This is an optimization exercise on Yosys and OpenROAD, whose aim is small area, a short achievable clock period and few clock cycles, not a production implementation.
RTL that was checked went through simulation tests only; none was proved equivalent to the original.
No activity file was given, so power comes from the tool's default toggle rates.

run a:
// tia_render
module tia_render (
    input  wire        clk,
    input  wire        rst,
    input  wire        cmd_valid,
    output wire        cmd_ready,
    input  wire [2:0]  cmd_op,
    input  wire [5:0]  cmd_addr,
    input  wire [7:0]  cmd_data,
    input  wire [8:0]  cmd_x,       
    input  wire [8:0]  cmd_y,       
    output reg         pix_valid,
    output reg  [8:0]  pix_y,
    output reg  [7:0]  pix_x,
    output reg  [6:0]  pix_color,
    output reg         rd_valid,
    output wire [14:0] rd_data
);
==> flow/config.mk <==
export PLATFORM = sky130hd
export DESIGN_NAME = tia_render
export DESIGN_NICKNAME = tia_render
export VERILOG_FILES = /design/flow/design.v
export SDC_FILE = /design/flow/constraint.sdc
export NUM_CORES = 4
export LEC_CHECK = 0
export ABC_AREA = 1
export CAP_MARGIN = 20
export CORE_MARGIN = 2
export CORE_UTILIZATION = 40
export CTS_BUF_LIST = sky130_fd_sc_hd__clkbuf_8
export CTS_CLUSTER_DIAMETER = 50
export CTS_CLUSTER_SIZE = 12
export SETUP_SLACK_MARGIN = 5
export SLEW_MARGIN = 20
==> flow/constraint.sdc <==
create_clock -name core_clock -period 8.0 [get_ports {clk}]
set_input_delay 1.6000 -clock core_clock [delete_from_list [all_inputs] [get_ports {clk}]]
set_output_delay 1.6000 -clock core_clock [all_outputs]
set_load 0.01 [all_outputs]
run.sh (not shown) runs the stock make flow with config.mk's settings and CLKGATE_MAP_FILE= SYNTH_SCRIPT=/design/flow/synth_recipe.tcl, a recipe that flattens the netlist after the stock synthesis.
Testbench counts of run a, summed over its fixed seeds: cycles 172,451.
### run a -> run b
diff --git a/flow/design.v b/flow/design.v
--- a/flow/design.v
+++ b/flow/design.v
@@ -20,39 +20,20 @@
     localparam K_J  = 2'd2;    
     localparam R_VBLANK = 5'd0,  R_NUSIZ0 = 5'd1,  R_NUSIZ1 = 5'd2,  R_COLUP0 = 5'd3;
     localparam R_COLUP1 = 5'd4,  R_COLUPF = 5'd5,  R_COLUBK = 5'd6,  R_CTRLPF = 5'd7;
     localparam R_REFP0  = 5'd8,  R_REFP1  = 5'd9,  R_PF0    = 5'd10, R_PF1    = 5'd11;
     localparam R_PF2    = 5'd12, R_GRP0   = 5'd13, R_GRP1   = 5'd14, R_ENAM0  = 5'd15;
     localparam R_ENAM1  = 5'd16, R_ENABL  = 5'd17, R_VDELP0 = 5'd18, R_VDELP1 = 5'd19;
     localparam R_VDELBL = 5'd20, R_RESMP0 = 5'd21, R_RESMP1 = 5'd22;
     localparam R_POS    = 5'd24;  
     localparam R_RD     = 5'd30;  
     localparam R_CLR    = 5'd31;  
-    function gt18;
-        input [17:0] a;
-        input [17:0] b;
-        reg   [17:0] g, e;
-        integer      w, i;
-        begin
-            for (i = 0; i < 18; i = i + 1) begin
-                g[i] = a[i] & ~b[i];
-                e[i] = ~(a[i] ^ b[i]);
-            end
-            for (w = 1; w < 18; w = w * 2)
-                for (i = 17; i >= w; i = i - 1)
-                    if (((17 - i) % (2 * w)) == 0) begin
-                        g[i] = g[i] | (e[i] & g[i-w]);
-                        e[i] = e[i] & e[i-w];
-                    end
-            gt18 = g[17];
-        end
-    endfunction
     reg       in_ok;
     reg [1:0] in_k;
     reg [9:0] in_a;
     reg [7:0] in_b;
     reg [4:0] in_idx;
     reg       in_reg;
     wire       in_xle0 = cmd_x[8] || (cmd_x[7:0] == 8'd0);
     wire       in_xbig = !cmd_x[8] && (cmd_x[7:0] > 8'd160);
     wire [7:0] in_bcol = (in_xle0 || in_xbig) ? 8'd159 : cmd_x[7:0] - 8'd1;
     wire [9:0] in_brow = in_xle0 ? {1'b0, cmd_y} - 10'd1 : {1'b0, cmd_y};
@@ -150,21 +131,22 @@
     reg       vdelp0, vdelp1, vdelbl;
     reg       resmp0, resmp1;
     reg [7:0] pos0, pos1, pos2, pos3, pos4;
     reg [6:0] colup0, colup1, colupf, colubk;
     reg       ctrl_score, ctrl_prio;
     reg [14:0] cx;
     wire [9:0] ei_row = (e_col == 8'd159) ? e_row + 10'd1 : e_row;
     wire [7:0] ei_col = (e_col == 8'd159) ? 8'd0 : e_col + 8'd1;
     wire [9:0] bm_row = ir_a;
     wire [7:0] bm_col = ir_b;
-    wire bm_gt = gt18({~bm_row[9], bm_row[8:0], bm_col}, {~p_row[9], p_row[8:0], p_col});
+    wire bm_gt = ($signed(bm_row) > $signed(p_row)) ||
+                 (bm_row == p_row && bm_col > p_col);
     wire ir_R = ir_valid && (ir_k == K_R);
     wire ir_J = ir_valid && (ir_k == K_J);
     wire ir_P = ir_valid && (ir_k == K_PW);
     wire pw_col   = (pw_idx >= R_COLUP0) && (pw_idx <= R_CTRLPF);
     wire ir_col   = (ir_a[4:0] >= R_COLUP0) && (ir_a[4:0] <= R_CTRLPF);
     wire pw_free  = !pw_valid || pw_ph2 || (last && !pw_col);
     wire load     = ir_R && bm_gt && last;
     wire jump     = ir_J && last;
     wire advance  = active && !last;
     wire pw_apply = pw_valid && !pw_ph2 && last;
@@ -259,50 +241,29 @@
         if (rst || (w2 && pw_idx == R_COLUP0)) colup0 <= wd[7:1];
         if (rst || (w2 && pw_idx == R_COLUP1)) colup1 <= wd[7:1];
         if (rst || (w2 && pw_idx == R_COLUPF)) colupf <= wd[7:1];
         if (rst || (w2 && pw_idx == R_COLUBK)) colubk <= wd[7:1];
         if (rst || (w2 && pw_idx == R_CTRLPF)) begin ctrl_score <= wd[1]; ctrl_prio <= wd[2]; end
     end
     function [8:0] dsub;
         input [7:0] c;
         input [7:0] p;
         input       m;
-        reg   [7:0] g, t, gg, tt;
+        reg         cy;
         integer     i;
         begin
+            cy = !m;
             for (i = 0; i < 8; i = i + 1) begin
-                g[i] = c[i] & ~p[i];
-                t[i] = ~(c[i] ^ p[i]);
-            end
-            g[0] = g[0] | (t[0] & !m);
-            gg = g;
-            tt = t;
-            for (i = 1; i < 8; i = i + 2) begin
-                gg[i] = g[i] | (t[i] & g[i-1]);
-                tt[i] = t[i] & t[i-1];
-            end
-            g = gg;
-            t = tt;
-            for (i = 2; i < 8; i = i + 4) begin
-                gg[i]   = g[i]   | (t[i]   & g[i-1]);
-                tt[i]   = t[i]   & t[i-1];
-                gg[i+1] = g[i+1] | (t[i+1] & g[i-1]);
-                tt[i+1] = t[i+1] & t[i-1];
+                dsub[i] = c[i] ^ ~p[i] ^ cy;
+                cy = (c[i] & ~p[i]) | (c[i] & cy) | (~p[i] & cy);
             end
-            g = gg;
-            t = tt;
-            for (i = 4; i < 8; i = i + 1)
-                gg[i] = g[i] | (t[i] & g[3]);
-            dsub[0] = ~(c[0] ^ p[0]) ^ !m;
-            for (i = 1; i < 8; i = i + 1)
-                dsub[i] = ~(c[i] ^ p[i]) ^ gg[i-1];
-            dsub[8] = !gg[7];
+            dsub[8] = !cy;
         end
     endfunction
     function blk;
         input [5:0] h;
         input [4:0] b;
         begin
             blk = (h == {1'b0, b}) || (h == {1'b0, b} + 6'd44);
         end
     endfunction
     function copy_blk;
--- outcome ---
Flip-flop and latch count: run a vs run b — no meaningful difference
Largest clock skew in the final design, run a and run b: larger value in run a
Run b ended with less combinational cell fraction of total power than run a.
The lower area growth from synthesis to layout came out of run a.
Run b: maximum clock frequency is 28% lower than what run a reported.
For run b, only the layout was checked, not whether the RTL still works.


Another version of the RTL of tia_render (not shown whole).
Size in the first run: about 1800 cells after synthesis.
clock: 8.0 ns
lec_check: 0
abc_area: 1
cap_margin: 20
core_margin: 2
core_utilization: 40
cts_buf_list: sky130_fd_sc_hd__clkbuf_8
cts_cluster_diameter: 50
cts_cluster_size: 12
setup_slack_margin: 5
slew_margin: 20
Change:
--- a/flow/design.v
+++ b/flow/design.v
@@ -239,54 +239,26 @@
         if (rst || (w1 && pw_idx == R_POS + 5'd3)) pos3 <= wd;
         if (rst || (w1 && pw_idx == R_POS + 5'd4)) pos4 <= wd;
         if (rst || (w2 && pw_idx == R_COLUP0)) colup0 <= wd[7:1];
         if (rst || (w2 && pw_idx == R_COLUP1)) colup1 <= wd[7:1];
         if (rst || (w2 && pw_idx == R_COLUPF)) colupf <= wd[7:1];
         if (rst || (w2 && pw_idx == R_COLUBK)) colubk <= wd[7:1];
         if (rst || (w2 && pw_idx == R_CTRLPF)) begin ctrl_score <= wd[1]; ctrl_prio <= wd[2]; end
     end
     function [8:0] dsub;
         input [7:0] c;
         input [7:0] p;
         input       m;
-        reg   [7:0] g, t, gg, tt;
-        integer     i;
         begin
-            for (i = 0; i < 8; i = i + 1) begin
-                g[i] = c[i] & ~p[i];
-                t[i] = ~(c[i] ^ p[i]);
-            end
-            g[0] = g[0] | (t[0] & !m);
-            gg = g;
-            tt = t;
-            for (i = 1; i < 8; i = i + 2) begin
-                gg[i] = g[i] | (t[i] & g[i-1]);
-                tt[i] = t[i] & t[i-1];
-            end
-            g = gg;
-            t = tt;
-            for (i = 2; i < 8; i = i + 4) begin
-                gg[i]   = g[i]   | (t[i]   & g[i-1]);
-                tt[i]   = t[i]   & t[i-1];
-                gg[i+1] = g[i+1] | (t[i+1] & g[i-1]);
-                tt[i+1] = t[i+1] & t[i-1];
-            end
-            g = gg;
-            t = tt;
-            for (i = 4; i < 8; i = i + 1)
-                gg[i] = g[i] | (t[i] & g[3]);
-            dsub[0] = ~(c[0] ^ p[0]) ^ !m;
-            for (i = 1; i < 8; i = i + 1)
-                dsub[i] = ~(c[i] ^ p[i]) ^ gg[i-1];
-            dsub[8] = !gg[7];
+            dsub = {1'b0, c} - {1'b0, p} - {8'd0, m};
         end
     endfunction
     function blk;
         input [5:0] h;
         input [4:0] b;
         begin
             blk = (h == {1'b0, b}) || (h == {1'b0, b} + 6'd44);
         end
     endfunction
     function copy_blk;
         input [5:0] h;
         input [2:0] k;
Result: Clock power stays flat; total power came out higher by 0.38%; routed wire length came out higher by 3.3%; clock-buffer cell count came out lower by 4; worst hold slack hardly moves; cell count came out higher by 3.9%; non-clock buffer count came out lower by 8; via count came out higher by 3.4%; critical path depth came out lower by 5; maximum frequency came out higher by 2.7%; combinational power came out higher by 7.4%; worst setup slack is better by 0.077 ns; cell area came out higher by 1.6%; sequential power barely changes.
Testbench counts after the change, summed over its fixed seeds: cycles 172,451.
No functional check of the RTL was part of the first run of this note.

-- separate check: timing with driven ports --
Ports are ideal in the flow. The routed layouts listed here were re-timed in OpenROAD.
Step 1 assumes that a clkbuf_16 drives the clock port and a buf_2 every other input.
Step 2 also shifts input and output timing later by t, the mid clock arrival at the registers, as if the neighbouring blocks saw the same clock.
Three values: no drivers, after step 1, after step 2; two values: the first two.
| run | t, ns | setup slack, ns | clock arrival spread, ns | worst data-port slew with drivers (ns) |
|---|---|---|---|---|
| run a | 0.597 | 5.035 / 5.035 / 4.529 | 0.043 / 0.043 | 0.04 |
| run b | 0.604 | 3.873 / 3.873 / 3.873 | 0.025 / 0.024 | 0.04 |
| the first run of note 2 | 0.601 | 5.053 / 5.053 / 4.481 | 0.034 / 0.033 | 0.05 |
| the second run of note 2 | 0.601 | 5.130 / 5.141 / 4.552 | 0.020 / 0.019 | 0.04 |
After both steps setup and hold are still met in every run listed. For the second run of note 2, which loses most, drivers alone change the setup slack by +0.011 ns; drivers and shift together by -0.578 ns.
